Context: an optimization exercise on an open-source flow, tuned for small area, a short achievable clock period and few clock cycles. The choices shown serve that exercise and are no tape-out recipe.
The RTL of this run was laid out without a check of its function.
Power and IR drop assume default switching activity.

==> flow/design.v <==
module ga_core (
    input  wire        clk,
    input  wire        rst,
    input  wire [4:0]  reg_idx,
    input  wire        reg_wr,
    input  wire        reg_rd,
    input  wire [31:0] reg_wdata,
    output reg  [31:0] reg_rdata,
    output wire        pix_valid,
    input  wire        pix_ready,
    output wire [31:0] pix_x,
    output wire [31:0] pix_y
);
    reg [31:0] px0, py0, px1, py1, prm, canw, canh;
    reg        done;
    reg [1:0]  err;           
    localparam [3:0] S_IDLE = 4'd0, S_L1 = 4'd1, S_L2 = 4'd2, S_L3 = 4'd3,
                     S_L4 = 4'd4, S_L5 = 4'd5, S_L6 = 4'd6, S_L7 = 4'd7,
                     S_LRUN = 4'd8, S_D0 = 4'd9, S_DRUN = 4'd10;
    reg [3:0]  st;
    wire       busy = (st != S_IDLE);
    reg [31:0] X;             
    reg [32:0] Y;             
    reg [32:0] E;             
    reg [32:0] P, Q;          
    reg [33:0] F;             
    reg [1:0]  j;             
    reg        gv;            
    reg        first;         
    reg        steep, sxp, syp;
    wire       is_oper = (reg_idx >= 5'd2) && (reg_idx <= 5'd8);
    wire       cmd_wr  = reg_wr && (reg_idx == 5'd0);
    wire       w_line  = (reg_wdata == 32'd1);
    wire       w_disk  = (reg_wdata == 32'd2);
    wire       w_nop   = (reg_wdata == 32'd0);
    wire       w_clr   = (reg_wdata == 32'd15);
    wire       start   = cmd_wr && !busy && (err == 2'd0) && (w_line || w_disk);
    wire       swap = steep ? ~syp : ~sxp;
    wire       mneg = sxp ^ syp;
    reg        hsel, gax, gay, gh, gv3, s3;
    wire [32:0] h  = hsel ? Q : P;
    wire [32:0] v  = hsel ? P : Q;
    wire [32:0] hg = gh  ? h : 33'd0;
    wire [32:0] vg = gv3 ? v : 33'd0;
    wire [32:0] ax = gax ? {px0[31], px0} : 33'd0;
    wire [32:0] ay = gay ? {py0[31], py0} : 33'd0;
    wire [32:0] A1 = ax - hg;
    wire [32:0] A2 = ax + hg;
    wire [32:0] A3 = ay + (vg ^ {33{s3}}) + {32'd0, s3};
    wire [32:0] D  = P - Q;
    reg        g1, l1, g2, fcin;
    wire [33:0] S1 = g1 ? {v, l1} : 34'd0;
    wire [33:0] S2 = g2 ? {~h, 1'b1} : 34'd0;
    wire [33:0] FA = F + S1 + S2 + {33'd0, fcin};
    wire        fneg = F[33];
    wire        sel  = ~F[33];
    wire [32:0] wx = {canw[31], canw};
    wire [32:0] hx = {canh[31], canh};
    wire        y_lt_h = $signed(Y) < $signed(hx);
    wire        x_lt_w = $signed({1'b0, X}) < $signed(wx);
    wire        dvld   = gv && !Y[32] && y_lt_h && x_lt_w && !E[32];
    wire [32:0] x_p1   = {1'b0, X} + 33'd1;
    wire        dlast  = ({1'b0, X} == E) || (x_p1 == wx);
    wire        dadv   = !dvld || (pix_ready && dlast);
    wire        dend   = (j == 2'd0) && D[32];
    wire        guard  = (j == 2'd0) ? 1'b1 :
                         (j == 2'd1) ? (Q != 33'd0) : (D != 33'd0);
    wire        llast  = ((steep ? Y[31:0] : X) == E[31:0]);
    wire        xdec   = steep & mneg;
    wire [31:0] x_id   = X + {{31{xdec}}, 1'b1};
    wire [31:0] y_id   = Y[31:0] + {{31{~steep & mneg}}, 1'b1};
    assign pix_valid = (st == S_LRUN) || ((st == S_DRUN) && dvld);
    assign pix_x     = X;
    assign pix_y     = Y[31:0];
    wire fin = ((st == S_LRUN) && pix_ready && llast) ||
               ((st == S_DRUN) && dadv && dend);
    always @(*) begin
        hsel = 1'b0; gax = 1'b1; gay = 1'b1; gh = 1'b1; gv3 = 1'b1; s3 = 1'b0;
        g1 = 1'b0; l1 = 1'b0; g2 = 1'b0; fcin = 1'b0;
        case (st)
            S_L1: begin s3 = 1'b1; end
            S_L2: begin gax = 1'b0; gay = 1'b0; s3 = 1'b1; end
            S_L4: begin gh = swap; gv3 = swap; s3 = ~syp; end
            S_L5: begin gh = ~swap; gv3 = ~swap; end
            S_L6: begin hsel = ~steep; gay = 1'b0; end
            S_L7: begin hsel = ~steep; g2 = 1'b1; fcin = 1'b1; end
            S_LRUN: begin hsel = ~steep; g1 = fneg; g2 = 1'b1; fcin = 1'b1; end
            S_D0: begin hsel = 1'b1; gay = 1'b0; s3 = 1'b1; end
            default: begin  
                hsel = j[1]; s3 = j[0];
                g1 = 1'b1; l1 = 1'b1; g2 = sel & ~first; fcin = sel & ~first;
            end
        endcase
    end
    always @(posedge clk) begin
        if (rst) begin
            px0 <= 32'd0; py0 <= 32'd0; px1 <= 32'd0; py1 <= 32'd0;
            prm <= 32'd0; canw <= 32'd0; canh <= 32'd0;
            done <= 1'b0; err <= 2'd0; st <= S_IDLE;
        end else begin
            if (reg_wr) begin
                if (busy && (cmd_wr || is_oper)) begin
                    if (err == 2'd0) err <= 2'd2;
                end else if (is_oper) begin
                    case (reg_idx)
                        5'd2: px0 <= reg_wdata;
                        5'd3: py0 <= reg_wdata;
                        5'd4: px1 <= reg_wdata;
                        5'd5: py1 <= reg_wdata;
                        5'd6: prm <= reg_wdata;
                        5'd7: canw <= reg_wdata;
                        default: canh <= reg_wdata;
                    endcase
                end else if (cmd_wr) begin
                    if (w_clr) err <= 2'd0;
                    else if (!(w_nop || w_line || w_disk)) begin
                        if (err == 2'd0) err <= 2'd1;
                    end
                end
            end
            if (start) done <= 1'b0;
            if (fin) done <= 1'b1;
            case (st)
                S_IDLE: begin
                    if (start) begin
                        if (w_disk) begin
                            P <= {prm[31], prm};
                            Q <= 33'd0;
                            j <= 2'd0; gv <= 1'b0; first <= 1'b1;
                            st <= S_D0;
                        end else begin
                            P <= {px1[31], px1};
                            Q <= {py1[31], py1};
                            st <= S_L1;
                        end
                    end
                end
                S_L1: begin P <= A1; Q <= A3; st <= S_L2; end
                S_L2: begin
                    sxp <= P[32]; syp <= Q[32];
                    if (P[32]) P <= A1;
                    if (Q[32]) Q <= A3;
                    st <= S_L3;
                end
                S_L3: begin steep <= D[32]; st <= S_L4; end
                S_L4: begin X <= sxp ? A2[31:0] : A1[31:0]; Y <= A3; st <= S_L5; end
                S_L5: begin E <= steep ? A3 : A2; st <= S_L6; end
                S_L6: begin F <= {A3[32], A3}; st <= S_L7; end
                S_L7: begin F <= FA; st <= S_LRUN; end
                S_LRUN: begin
                    if (pix_ready) begin
                        if (llast) st <= S_IDLE;
                        else begin
                            F <= FA;
                            if (!steep || fneg) X <= x_id;
                            if (steep || fneg) Y <= {1'b0, y_id};
                        end
                    end
                end
                S_D0: begin F <= {A3[32], A3}; st <= S_DRUN; end
                default: begin  
                    if (dadv) begin
                        if (dend) st <= S_IDLE;
                        else begin
                            X  <= A1[32] ? 32'd0 : A1[31:0];
                            E  <= A2;
                            Y  <= A3;
                            gv <= guard;
                            j  <= j + 2'd1;
                            if (j == 2'd3) begin
                                P <= P - {32'd0, sel};
                                Q <= Q + 33'd1;
                            end
                            if (j == 2'd0) begin
                                F <= FA;
                                first <= 1'b0;
                            end
                        end
                    end else if (pix_ready) begin
                        X <= x_p1[31:0];
                    end
                end
            endcase
        end
    end
    always @(*) begin
        case (reg_idx)
            5'd1: reg_rdata = {24'd0, 2'b00, err, 2'b00, done, busy};
            5'd2: reg_rdata = px0;
            5'd3: reg_rdata = py0;
            5'd4: reg_rdata = px1;
            5'd5: reg_rdata = py1;
            5'd6: reg_rdata = prm;
            5'd7: reg_rdata = canw;
            5'd8: reg_rdata = canh;
            default: reg_rdata = 32'd0;
        endcase
    end
endmodule
==> flow/run.sh <==
#!/bin/bash
# synth_recipe.tcl (not shown) runs the flow's synth.tcl, then flattens the netlist and writes it again
# the make line also repeats each setting of config.mk as NAME=value (left out here)
make -C /OpenROAD-flow-scripts/flow DESIGN_CONFIG=/design/flow/config.mk WORK_HOME=/design/flow/orfs CLKGATE_MAP_FILE= SYNTH_SCRIPT=/design/flow/synth_recipe.tcl finish
==> flow/config.mk <==
export PLATFORM = sky130hd
export DESIGN_NAME = ga_core
export DESIGN_NICKNAME = ga_core
export VERILOG_FILES = /design/flow/design.v
export SDC_FILE = /design/flow/constraint.sdc
export NUM_CORES = 4
export LEC_CHECK = 0
export CAP_MARGIN = 20
export CORE_MARGIN = 2
export CORE_UTILIZATION = 40
export SLEW_MARGIN = 20
==> flow/constraint.sdc <==
create_clock -name core_clock -period 11.0 [get_ports {clk}]
set_input_delay 2.2000 -clock core_clock [delete_from_list [all_inputs] [get_ports {clk}]]
set_output_delay 2.2000 -clock core_clock [all_outputs]
set_load 0.01 [all_outputs]
==> summary.txt <==
Clocking
  • Setup bufs post-CTS: 0
  • CTS hold repair buffers: 0
  • Root buf cell: clkbuf_16
  • Clk slew on worst S/H paths: 0.06 ns
  • Post-cts sizing count: 0
  • Clock Sinks: 436
  • H-tree levels: 2
  • Clock buffer count from CTS: 53
  • Clock latency on the worst-skew pair: 0.66 ns
  • CTS tree: yes
  • Largest buffer count on any clock path: 3

Detailed routing
  • Vias/cell: 6.29
  • Routed Wire Length: 187000 um
  • Antenna viol nets, final: 0
  • 1st-pass router iterations: 8
  • # DRC: 0
  • Iter 0 DRT Violations: 5923
  • WL/cell: 29.9 um
  • Via Count: 39300

Worst hold path
  • Endpoint, Worst Hold: prm[30]
  • Hold Crit Start: prm[30]
  • Hold Path Stages: 2
  • Worst min-delay path class: flip-flop to flip-flop

Layout
  • End-of-flow core utilization: 44.8%
  • Fillers: 9885
  • Fraction of layout cells with a size suffix above 1: 6.60%
  • Final #Nets: 5284
  • Area Growth Syn to Fin: 10.9%
  • Most common cell after layout, fill and taps aside: nand2_1
  • Commonest non-fill, non-tap cells in the layout: nand2_1, a21oi_1, nor2_1

Synth
  • Post-synthesis cell type count: 107
  • Cells after Synth: 4957
  • Top FF cell, synth: dfxtp_1
  • Cell area after synthesis: 39700 sq um
  • Syn. warnings: 1
  • Seq cells post-synth: 436
  • Sequential fraction of the synthesis area: 27.1%
  • EDFF count, synth: 205
  • Mapped Avg Cell Area: 8.01 sq um
  • Syn Nets: 5332
  • Async set-or-reset flop fraction in the synthesized netlist: 0%

Floorplanning
  • Die span in x: 319 um
  • Die height: 319 um
  • Initial Util: 40.4%
  • DIE AREA: 102000 sq um
  • Num ports: 139
  • Core Region: 98400 sq um
  • Row count: 115

Placed design
  • Post-DP HPWL: 147000 um
  • PortBufs: 137
  • GP Congestion: 1.06

Critical path
  • Setup crit start kind: input pin
  • Reg2reg end: X[18]
  • Largest fanout on the critical path: 33
  • Setup CP Type: input pin to primary output
  • Required @ worst endpoint: 8.80 ns
  • Largest delay contributor family on the critical path: buffers and inverters
  • Worst reg-to-reg path cell count: 19
  • Worst path cell trace: clkdlybuf4s50_1, nor2_1, nand2_1, nor3_2, buf_4, a22oi_1, nand2_1, a21oi_1, o21ai_0, clkdlybuf4s50_1
  • Buf/Inv on CP: 3
  • Crit path DAT: 5.57 ns
  • Crit path max-delay cell type: nand2_1
  • Max stage delay on crit path: 0.64 ns
  • R2r setup slk: 3.33 ns
  • Reg-to-Reg Start: st[1]
  • Critical Path End Type: primary output

Timing
  • Fin crit period: 7.77 ns
  • Period utilization: 70.6%
  • RSZ-0062 raised after global routing: false
  • Final setup violation count: 0
  • Slew Viols, Final: 0
  • Clk_skew: 0.0476 ns
  • Sum Neg Setup Slack: 0 ns
  • Hold_ws: 0.474 ns
  • Fmax: 0.129 GHz
  • Slew HR: 13.7%
  • Hold violation total from the final report: 0
  • Least-Margin Pin Slew: 1.26 ns

Global routing
  • Vias in the first global route: 35700
  • GRT Overall Usage: 35.3%
  • Largest net degree at the start of global routing: 73
  • First-pass GRT wire length: 261000 um
  • Initial antenna violation count: 23
  • Total grt overflow: 0

Job
  • Max cap viols: 0

Pwr
  • Total power: 6.12 mW
  • Pwr Density: 139 nW/um^2
  • P_leak: 17.1 nW
  • Max rail drop VDD: 127 uV

Outcome
  • Status: finished clean
synth_stat cells, types with 27 or more instances:
cell type / number / area, sq um
and2_1: 119 / 744
o221ai_1: 48 / 420
xor2_1: 173 / 1520
buf_4: 36 / 270
nand3_1: 69 / 345
a21oi_1: 476 / 2380
xnor2_1: 215 / 1880
a22oi_1: 74 / 556
nand2_1: 738 / 2770
o21a_1: 30 / 225
buf_2: 45 / 225
a21o_1: 104 / 781
mux2i_1: 158 / 1580
nand4_1: 46 / 288
a211oi_1: 27 / 203
dfxtp_1: 231 / 4620
and3_1: 41 / 257
inv_1: 227 / 852
fa_1: 40 / 801
ha_1: 293 / 3670
o21ai_0: 242 / 1210
a221oi_1: 39 / 342
o21bai_1: 31 / 233
nand2b_1: 42 / 263
a31oi_1: 32 / 200
nor2b_1: 34 / 213
or2_2: 51 / 319
nor4_1: 50 / 313
nor3_1: 74 / 370
edfxtp_1: 205 / 6160
clkbuf_1: 224 / 841
nor2_1: 332 / 1250
worst reg2reg max path: cells and delay by family, from the launching register on:
family | cells | cell delay (ns)
mux | 1 | 0.33
xor+xnor | 1 | 0.27
flops | 1 | 0.85
buf+inv | 2 | 0.35
compound gates | 8 | 3.20
fa+ha+maj | 2 | 0.72
simple gates | 5 | 1.80
power by group:
group          switching (mW)  internal [mW]  total, mW
clock network           0.800           1.18       1.98
registers              0.0761           1.81       1.88
logic                    1.48          0.775       2.25
logic make-up (layout without fill, tap and decap cells):
family,after synthesis,count (layout),share of synthesized area [%]
other cells,0,11,0
flops,436,436,27.1
fa+ha+maj,334,334,11.3
simple gates,1709,1709,20.3
mux,184,184,4.78
compound gates,1340,1340,21.7
buf+inv,558,554,5.82
xor+xnor,396,396,8.99
metrics by stage:
stage               instances  worst slack (ns)  cell area, sq um
floorplan                4957              1.67             39700
CTS                      6240              3.32             44000
detailed placement       6141              3.35             42100
global route             6241              3.08             44000
global placement         6141              3.36             42100
finish                   6251              3.23             44100
sequential cells by signal, indices dropped and copies added, names as in the netlist, 32 cells and up:
signal	flops
E	33
F	34
px1	32
Y	33
canh	32
P	33
Q	33
prm	32
py1	32
canw	32
px0	32
py0	32
X	32
layer usage:
metal	vias to the layer above	GRT usage [%]	wire, um
met5	-	0	116
met4	20	17.6	11100
met3	482	11.3	23900
met2	2478	50.8	75800
met1	18800	47.2	76000
li1	17600	-	-
area by class of cell:
class,count,area [sq um],share of cell area [%]
timing repair buffer,227,2040,4.64
clock inverter,23,352,0.798
inverter,228,856,1.94
antenna,11,27.5,0.0625
multi-input combinational,3963,26800,60.9
sequential,436,10800,24.5
tap,1287,1610,3.66
clock buffer,76,1570,3.56
worst max path at each step:
stage                          endpoint       start  slack [ns]  cells after the start
final                     reg_rdata[15]  reg_idx[3]        3.23                     10
after global routing      reg_rdata[18]  reg_idx[3]        3.08                     10
after CTS                 reg_rdata[18]  reg_idx[3]        3.32                     10
after detailed placement  reg_rdata[18]  reg_idx[3]        3.35                     10
after global placement    reg_rdata[15]  reg_idx[3]        3.36                     10
after floorplan                    Y[0]   pix_ready        1.67                      9

re-timing with driven ports:
The flow's constraints put no driver on any port. The routed layout listed below was extracted and timed again, unchanged, in two steps. Step 1 sets driving cells, clkbuf_16 on the clock port and buf_2 on the other inputs (assumed; they add their load-dependent delay and slew). Step 2, shift: input delay + t, output delay - t, t = (earliest + latest rising clock arrival at the registers) / 2. This alone moves slack from input paths to output paths. Slacks: no drivers / after step 1 / after step 2; pairs: no drivers / after step 1.
t, ns: 0.712
setup WS [ns]: 3.235 / 3.213 / 3.213
pins driven straight from the clock port: 1
After both steps setup and hold are still met in this run. The setup slack of this run moves by -0.022 ns with the drivers and by -0.022 ns with both steps.
